This is an optimization exercise on Yosys and OpenROAD, whose aim is small area, not a production implementation.
Only simulation tests tie the RTL to the original design; equivalence was not proved.
No driver is modelled on the clock port, so clocking that relies on it looks cheaper here than on a real chip.
Power figures rest on the tool's default switching activity, not on a simulated workload.

`flow/config.mk`:
```
export PLATFORM = sky130hd
export DESIGN_NAME = mc3_engine
export DESIGN_NICKNAME = mc3_engine
export VERILOG_FILES = /design/flow/design.v
export SDC_FILE = /design/flow/constraint.sdc
export NUM_CORES = 4
export LEC_CHECK = 0
export CAP_MARGIN = 20
export CORE_MARGIN = 2
export CORE_UTILIZATION = 40
export SLEW_MARGIN = 20
```
`flow/constraint.sdc`:
```
create_clock -name core_clock -period 8.0 [get_ports {clk}]
set_input_delay 1.6000 -clock core_clock [delete_from_list [all_inputs] [get_ports {clk}]]
set_output_delay 1.6000 -clock core_clock [all_outputs]
set_load 0.01 [all_outputs]
```
`flow/design.v`:
```
module mc3_engine (
    input  wire        clk,
    input  wire        rst,           
    input  wire        start,         
    input  wire [15:0] prog_len,      
    output wire [15:0] prog_addr,
    input  wire [7:0]  prog_rdata,
    output reg         mem_en,
    output reg         mem_we,
    output wire [24:0] mem_addr,
    output wire [23:0] mem_wdata,
    input  wire [23:0] mem_rdata,
    output wire        done,
    output wire [1:0]  fault,
    output wire [15:0] pc,
    output wire [24:0] mem_len
);
    localparam [1:0] OC_LC = 2'd0, OC_LM = 2'd1, OC_ST = 2'd2, OC_SQ = 2'd3;
    localparam [3:0] S_D0 = 4'b0000, S_D1 = 4'b0001, S_D2 = 4'b0010, S_RST = 4'b0011,
                     S_F1 = 4'b0100, S_Z = 4'b0101;
    reg [24:0] q1, q2, q3;
    reg [15:0] pc_r;
    reg [24:0] mlen_r;
    reg [3:0]  st;
    wire       f0 = (st == S_Z);    
    wire [1:0] oc = st[1:0];
    reg [1:0]  ph;
    reg [4:0]  cnt;
    assign mem_addr = q1;
    assign done     = !st[3] && !st[2] && !(st[1] && st[0]);
    assign fault    = st[1:0];
    assign pc       = pc_r;
    assign mem_len  = mlen_r;
    reg  [3:0] f;
    reg  [16:0] pa;
    reg         pa_ge;
    reg         pa_c;
    integer     i;
    always @(*) begin
        pa_c = 1'b0;
        for (i = 0; i < 16; i = i + 1) begin
            if (i < 4) begin
                pa[i] = pc_r[i] ^ f[i] ^ pa_c;
                pa_c  = (pc_r[i] & f[i]) | (pa_c & (pc_r[i] ^ f[i]));
            end else begin
                pa[i] = pc_r[i] ^ pa_c;
                pa_c  = pc_r[i] & pa_c;
            end
        end
        pa[16] = pa_c;
        pa_ge = 1'b1;
        for (i = 0; i < 16; i = i + 1)
            pa_ge = prog_len[i] ? (pa[i] & pa_ge) : (pa[i] | pa_ge);
        pa_ge = pa_ge | pa[16];
    end
    assign prog_addr = pa[15:0];
    wire mclr = f0 && (cnt[1:0] == 2'd2) && (ph == 2'd1);    
    wire in_tr = (st[3:2] == 2'b10);
    wire in_ex = (st[3:2] == 2'b11);
    wire load = in_ex && (cnt[4:2] == 3'd0) && (cnt[1:0] != 2'd3);
    always @(*) begin
        f = 4'd0;
        if (in_tr)
            case (oc)                         
                OC_LC: f = 4'd5;
                OC_ST: f = 4'd4;
                default: f = 4'd8;
            endcase
        else if (in_ex) begin
            if (load) begin
                case (ph)
                    2'd0: f = ((oc == OC_SQ) ? 4'd8 : 4'd5) - {2'd0, cnt[1:0]};
                    2'd1: f = 4'd8 - {2'd0, cnt[1:0]};
                    default: f = 4'd2 - {2'd0, cnt[1:0]};
                endcase
            end else begin                  
                case (oc)
                    OC_LC: f = 4'd6;
                    OC_ST: f = 4'd5;
                    default: f = 4'd9;
                endcase
            end
        end
    end
    reg       op_ok;
    reg [1:0] op_c;
    always @(*) begin
        op_ok = 1'b1;
        op_c  = OC_LC;
        case (prog_rdata)
            8'd28: op_c = OC_LC;
            8'd24: op_c = OC_LM;
            8'd17: op_c = OC_ST;
            8'd19: op_c = OC_SQ;
            default: op_ok = 1'b0;
        endcase
    end
    reg [1:0] sq_bits;
    always @(*) begin
        case (cnt[3:0])
            4'd3:  sq_bits = mem_rdata[23:22];
            4'd4:  sq_bits = mem_rdata[21:20];
            4'd5:  sq_bits = mem_rdata[19:18];
            4'd6:  sq_bits = mem_rdata[17:16];
            4'd7:  sq_bits = mem_rdata[15:14];
            4'd8:  sq_bits = mem_rdata[13:12];
            4'd9:  sq_bits = mem_rdata[11:10];
            4'd10: sq_bits = mem_rdata[9:8];
            4'd11: sq_bits = mem_rdata[7:6];
            4'd12: sq_bits = mem_rdata[5:4];
            4'd13: sq_bits = mem_rdata[3:2];
            default: sq_bits = mem_rdata[1:0];
        endcase
    end
    wire [13:0] sq_rem_sh = {q3[23:12], sq_bits};
    wire [13:0] sq_trial  = {q3[11:0], 2'b01};
    reg  [13:0] sq_diff;
    reg         sq_ge;
    integer     j;
    always @(*) begin
        sq_ge = 1'b1;
        for (j = 0; j < 14; j = j + 1) begin
            sq_diff[j] = sq_rem_sh[j] ^ ~sq_trial[j] ^ sq_ge;
            sq_ge      = (sq_rem_sh[j] & ~sq_trial[j]) | (sq_ge & (sq_rem_sh[j] ^ ~sq_trial[j]));
        end
    end
    wire [11:0] sq_rem_n  = sq_ge ? sq_diff[11:0] : sq_rem_sh[11:0];
    wire [24:0] sq_next   = {q3[24], sq_rem_n, q3[10:0], sq_ge};
    wire k_end = &q1[23:0];       
    wire p0 = (ph == 2'd0), p1 = (ph == 2'd1), p2 = (ph == 2'd2);
    wire c3 = (cnt == 5'd3), c4 = (cnt == 5'd4), c5 = (cnt == 5'd5);
    wire c14 = (cnt == 5'd14), c15 = (cnt == 5'd15), c16 = (cnt == 5'd16);
    reg  acc_d1, acc_d2, acc_d3;
    reg  track, kinc, sqstep, fin, wsel_rd, wmask, hold;
    wire inc = acc_d2 | kinc;
    wire upd = acc_d3;
    always @(*) begin
        mem_en  = 1'b0;
        mem_we  = 1'b0;
        track   = 1'b1;
        kinc    = 1'b0;
        sqstep  = 1'b0;
        fin     = 1'b0;
        wsel_rd = 1'b0;
        wmask   = 1'b0;
        hold    = 1'b0;
        if (in_ex && !load) begin
            case (oc)
                OC_LC: begin
                    if (c3 && p1) begin mem_en = 1'b1; mem_we = 1'b1; end
                    if (c4 && p1) fin = 1'b1;
                end
                OC_ST: begin
                    if (c3 && p1) mem_en = 1'b1;
                    if (c3 && p2) begin mem_en = 1'b1; mem_we = 1'b1; wsel_rd = 1'b1; end
                    if (c4 && p2) fin = 1'b1;
                end
                OC_SQ: begin
                    if (c15) begin
                        if (p2) begin mem_en = 1'b1; mem_we = 1'b1; wmask = 1'b1; end
                    end else if (c16) begin
                        if (p2) fin = 1'b1;
                    end else begin
                        if (p1) begin mem_en = 1'b1; track = c14; end
                        if (p2) sqstep = 1'b1;
                    end
                end
                default: begin   
                    if (c3) begin
                        if (p2) begin fin = k_end; end
                    end else if (c4) begin
                        if (p0) mem_en = 1'b1;
                        if (p1) begin
                            mem_en = 1'b1; mem_we = 1'b1; wsel_rd = 1'b1; kinc = 1'b1;
                        end
                        if (p2) hold = !k_end;
                    end else begin
                        if (p1) fin = 1'b1;
                    end
                end
            endcase
        end
    end
    assign mem_wdata = wsel_rd ? mem_rdata : {q3[23:12] & {12{~wmask}}, q3[11:0]};
    wire       bmask = f0 || (ph == 2'd0 && cnt[1:0] == 2'd0) ||
                       (ph == 2'd1 && cnt[1:0] == 2'd0 && oc == OC_ST) ||
                       (ph == 2'd2 && oc == OC_SQ);
    wire       binv  = (ph == 2'd1) && (oc == OC_LM);
    wire [7:0] bval  = bmask ? 8'd0 : (prog_rdata ^ {8{binv}});
    reg [24:0] q_inc;
    reg        q_c;
    reg        m_gt;
    integer    k;
    always @(*) begin
        q_c = inc;
        for (k = 0; k < 25; k = k + 1) begin
            q_inc[k] = q3[k] ^ q_c;
            q_c      = q3[k] & q_c;
        end
        m_gt = 1'b0;
        for (k = 0; k < 25; k = k + 1)
            m_gt = mlen_r[k] ? (q1[k] & m_gt) : (q1[k] | m_gt);
    end
    always @(posedge clk) begin
        acc_d1 <= !rst && mem_en && track;
        acc_d2 <= !rst && acc_d1;
        acc_d3 <= !rst && acc_d2;
        if (load || f0)
            q1 <= {1'b0, q3[15:0], bval};
        else if (sqstep)
            q1 <= sq_next;
        else
            q1 <= q_inc;
        q2 <= q1;
        q3 <= q2;
    end
    always @(posedge clk) begin
        if (rst) begin
            st <= S_RST;
        end else begin
            if ((upd && m_gt) || mclr)
                mlen_r <= q1;
            if (in_tr) begin
                ph  <= 2'd0;
                cnt <= 5'd0;
                st  <= pa_ge ? S_D2 : {2'b11, oc};
            end else if (in_ex) begin
                ph  <= (ph == 2'd2) ? 2'd0 : ph + 2'd1;
                if (ph == 2'd2 && !hold)
                    cnt <= cnt + 5'd1;
                if (fin) begin
                    pc_r <= pa[15:0];
                    st   <= pa_ge ? S_D0 : S_F1;
                end
            end else if (st == S_Z) begin
                ph  <= (ph == 2'd2) ? 2'd0 : ph + 2'd1;
                if (ph == 2'd2)
                    cnt <= cnt + 5'd1;
                if (mclr)
                    st <= pa_ge ? S_D0 : S_F1;
            end else if (st == S_F1) begin
                st <= op_ok ? {2'b10, op_c} : S_D1;
            end else if (start) begin         
                pc_r <= 16'd0;
                ph   <= 2'd0;
                cnt  <= 5'd0;
                st   <= S_Z;
            end
        end
    end
endmodule
```
`flow/flow/run.sh`:
```
#!/bin/bash
# The standard layout (standard.sh) with three changes:
#  - synthesis maps the logic with an area-oriented ABC script (synth_area.tcl)
#  - port buffers use the smallest buffer cell
#  - the clock tree has no dummy balancing loads, clkbuf_4 leaves, and
#    leaves with more than 10 sinks upsized to clkbuf_8 (post_cts.tcl)
set -euo pipefail
export FLOW_SYNTH_TCL="$PWD/synth_recipe.tcl"
export AREA_ABC_SCRIPT="$PWD/flow/area.abc"
export CTS_UPSIZE_FANOUT=10
bash standard.sh \
  "SYNTH_SCRIPT=$PWD/flow/synth_area.tcl" \
  "BUFFER_PORTS_ARGS=-buffer_cell sky130_fd_sc_hd__buf_1" \
  "CTS_ARGS=-sink_clustering_enable -repair_clock_nets -dont_use_dummy_load -root_buf sky130_fd_sc_hd__clkbuf_16 -buf_list sky130_fd_sc_hd__clkbuf_4" \
  "POST_CTS_TCL=$PWD/flow/post_cts.tcl" \
  finish > flow_standard.log 2>&1
```
`flow/flow/area.abc`:
```
strash
ifraig
scorr
dc2
strash
&get -n
&deepsyn -J 1000
&put
strash
&get -n
&dch -f
&nf -a
&put
mfs2
strash
&get -n
&dch -f
&nf -a
&put
topo
```
`flow/flow/post_cts.tcl`:
```
# Upsize the clock-tree leaf buffers that drive the most sinks (clkbuf_4 ->
# clkbuf_8), so that their flip-flops' clock slew stays well under the limit,
# then legalise the placement again.
set block [ord::get_db_block]
set n 0
foreach inst [$block getInsts] {
  if {[[$inst getMaster] getName] ne "sky130_fd_sc_hd__clkbuf_4"} { continue }
  set fo 0
  foreach it [$inst getITerms] {
    if {[$it isOutputSignal] || [[$it getMTerm] getName] eq "X"} {
      set net [$it getNet]
      if {$net ne "NULL"} { set fo [expr {[llength [$net getITerms]] - 1}] }
    }
  }
  if {$fo > $::env(CTS_UPSIZE_FANOUT)} {
    replace_cell [$inst getName] sky130_fd_sc_hd__clkbuf_8
    incr n
  }
}
puts "post_cts: upsized $n clock buffers"
detailed_placement
check_placement -verbose
```
`flow/flow/synth_area.tcl`:
```
# The standard synthesis (synth_recipe.tcl), except that the combinational
# logic is mapped with the area-oriented ABC script in area.abc instead of
# ORFS's speed script. Registers are untouched by ABC.
proc abc {args} {
  set out {}
  set skip 0
  foreach a $args {
    if {$skip} { set skip 0; continue }
    if {$a eq "-script"} { set skip 1; continue }
    lappend out $a
  }
  yosys abc -script $::env(AREA_ABC_SCRIPT) {*}$out
}
source $::env(FLOW_SYNTH_TCL)
```
`flow/standard.sh`:
```
#!/bin/bash
# synth_recipe.tcl (not shown) runs the flow's synth.tcl, then flattens the netlist and writes it again
# the make line also repeats each setting of config.mk as NAME=value (left out here)
make -C /OpenROAD-flow-scripts/flow DESIGN_CONFIG=/design/flow/config.mk WORK_HOME=/design/flow/orfs CLKGATE_MAP_FILE= SYNTH_SCRIPT=/design/flow/synth_recipe.tcl "${@:-finish}"
```
==> metrics.cfg <==
[outcome]
status=no timing/DRC/antenna violations

[sta]
final.min_clock_period_ps=7330
maxSlewHeadroom_pct=28.6
fmax_mhz=136
finalSetupViolations=0
rsz0062_at_grt=no
hold_violations=0
worst_pin_slew_ps=1060
slew_viol_final=0
fin_hold_ws_ps=304
finClkSkew_ps=43.9
fin_crit_sh_pct=91.7
tns_ps=0

[synth]
ys.warnings.count=1
yosysSeqAreaShare_pct=49.4
synth_edf_count=48
yosysTopAreaCellShare_pct=26.3
synth_ff_type=dfxtp_1
synth_area_per_cell_um2=10.4
yosysTopAreaCell=dfxtp_1
ys_seq_elements=130
synthDistinctLibCells=47
synthTopCellsByArea=dfxtp_1, edfxtp_1, ha_1
synth-async-reset-ratio_pct=0
syn_area_um2=6240
synth_nets=712
synthCells=600

[floorplan]
fp.dieH_um=129
die-area_um2=16600
die_w_um=129
core_region_area_um2=15200
placementRows=45
ioPinCount=162
initial_core_util_pct=41.0

[cells_and_area]
final_core_util_pct=47.8
final_nets=896
syn2layout_area_growth_pct=16.6
layout-drive-gt1-share_pct=3.07
antenna_cells=0

[drt]
drc=0
drt_iter0_drc=327
ant_nets=0
routed_wl_um=18100
vias=5373
wl_per_cell_um=18.6
avgViaCountPerCell=5.54
dr.pass1.iters=5

[worst_setup_path]
rr_worst_depth=24
r2r_start=cnt[0]$_SDFFCE_PP0P_
critPathCaptureType=output port
ff2ff_setup_slack_ps=930
cp-startpoint=cnt[2]$_SDFFCE_PP0P_
cp.arrival_ps=5730
path_max_fanout=12
crit_path_start_kind=flop
criticalPathCategory=flop to output port
required_ps=6400

[cts]
cts_tree=done
clk_pin_slew_ps=100
clkLatencyLatePin_ps=370
clock_sinks=130

[hold_path]
hp-start=q2[10]$_DFF_P_
hp-class=flop to flop
holdPathStages=0

[power]
power.density_nw_per_um2=207
leakage_nw=2.70
ir_worst_vdd_uv=91.4

[global_route]
overflow=0
antenna_found_initial=0
grt_max_degree=28
grt_pass1_wl_um=28200
grt_pass1_vias=5352
grt_usage_pct=22.2

[placed_design]
dpl.hpwl_um=13900
port_buffers=161
place_congestion=0.923

[job]
maxCapViolations=0

## where the power goes
part	internal, mW	leakage [nW]	switching, mW
Combinational	0.126	1.48	0.174
Sequential	0.772	1.13	0.101
Clock	0.132	0.0937	0.199
Total	1.03	2.70	0.474
## layer usage
layer | part of all wire, % | global-route usage [%] | up-vias
met2 | 45 | 33.9 | 208
met5 | 0 | 0 | -
met3 | 6.5 | 4.91 | 25
met4 | 2.1 | 9.72 | 0
met1 | 46 | 30.4 | 2559
li1 | - | - | 2581
## final timing paths
| kind | endpoint |
|---|---|
| setup / recovery | prog_addr[15] |
| hold / removal | q3[10]$_DFF_P_ |
| setup reg to reg | q1[18]$_DFF_P_ |
| hold reg to reg | q3[10]$_DFF_P_ |
## cell usage in the layout (no fill, tap or decap), types with 13 or more instances in the layout
master / count
nor3_1: 14
nand2_1: 45
nand3_1: 17
o21ai_0: 19
nor2_1: 59
ha_1: 48
nor2b_1: 13
o22ai_1: 27
dfxtp_1: 82
a21oi_1: 26
clkbuf_4: 13
clkinv_1: 60
fa_1: 13
edfxtp_1: 48
buf_1: 161
## registers in the layout, indices dropped and copies added (netlist names)
| signal | cells |
|---|---|
| mlen_r | 25 |
| acc_d1 | 1 |
| st | 4 |
| acc_d3 | 1 |
| cnt | 5 |
| q3 | 25 |
| ph | 2 |
| acc_d2 | 1 |
| q1 | 25 |
| pc_r | 16 |
| q2 | 25 |
## cells in the mapped netlist (3+ instances only)
| cell | number |
|---|---|
| a2bb2oi_1 | 3 |
| nand2b_1 | 10 |
| fa_1 | 13 |
| a222oi_1 | 5 |
| a221oi_1 | 7 |
| clkinv_1 | 60 |
| a21oi_1 | 27 |
| nor3_1 | 14 |
| a221o_1 | 8 |
| nor2b_1 | 13 |
| and3_1 | 9 |
| a31oi_1 | 3 |
| o2bb2ai_1 | 3 |
| a22o_1 | 12 |
| a211oi_1 | 8 |
| a22oi_1 | 8 |
| nand4_1 | 8 |
| ha_1 | 48 |
| o21ai_0 | 19 |
| nor2_1 | 59 |
| mux2_1 | 9 |
| o221ai_1 | 6 |
| dfxtp_1 | 82 |
| nand3_1 | 17 |
| edfxtp_1 | 48 |
| nand2_1 | 45 |
| o22ai_1 | 27 |
## per-stage QoR
step           cells  setup slack, ps  power (mW)  instance area, µm²
6_report         970              668        1.50                7270
5_1_grt          970              299        1.59                7270
3_5_place_dp     953              613        1.19                7110
3_3_place_gp     953              726        1.18                7110
2_1_floorplan    600             1120        1.04                6240
## critical path, stage by stage (launching register included)
cell and delay, ps:
edfxtp_1 620, nor2_1 310, nand2_1 200, nor2_1 200, nor2_1 170, mux2i_1 200
o311ai_0 150, ha_1 210, clkinv_1 50, fa_1 160, fa_1 170, clkinv_1 70
fa_1 360, ha_1 190, ha_1 180, ha_1 190, ha_1 180, ha_1 180
ha_1 180, ha_1 180, ha_1 190, ha_1 190, ha_1 200, ha_1 180
ha_1 300, buf_1 150
## cell families (layout without fill, tap and decap cells)
kind of cell	Yosys count	count (layout)	synth area share, %
XOR/XNOR	3	3	0.421
multiplexers	10	10	1.79
buffers and inverters	62	244	3.85
adder cells (fa/ha/maj)	62	62	14.0
AND/OR/NAND/NOR	182	182	13.5
flip-flops	130	130	49.4
AO/OA/AOI/OAI	151	151	17.0
## layout make-up
class / count / area, µm²
clock buffer: 17 / 164
fill: 1515 / 7930
inverter: 60 / 225
multi-input combinational: 408 / 2920
sequential: 130 / 3080
tap: 188 / 235
timing repair buffer: 167 / 649

## what the ideal ports hide
In the flow no input, the clock included, has a driving cell. The finished layout below was timed again as built, in two steps.
Step 1 (the two cells are an assumption about what drives the block):
set clk [get_ports {clk}]
set_driving_cell -lib_cell sky130_fd_sc_hd__clkbuf_16 $clk
set_driving_cell -lib_cell sky130_fd_sc_hd__buf_2 [delete_from_list [all_inputs] $clk]
Step 2 moves the port delays by t, midway between the first and last clock arrival at a register: inputs arrive t later, outputs are due t later. That takes back most of the time a late clock gives input paths.
Three values: ideal, step 1, step 2; two values: the first two.
shift t [ns]: 0.385
setup slack, ns: 0.668 / 0.627 / 0.460
cell pins on the clock port's net: 1
After both steps this run still meets setup and hold. The setup slack of this run moves by -0.041 ns with the drivers and by -0.208 ns with both steps.
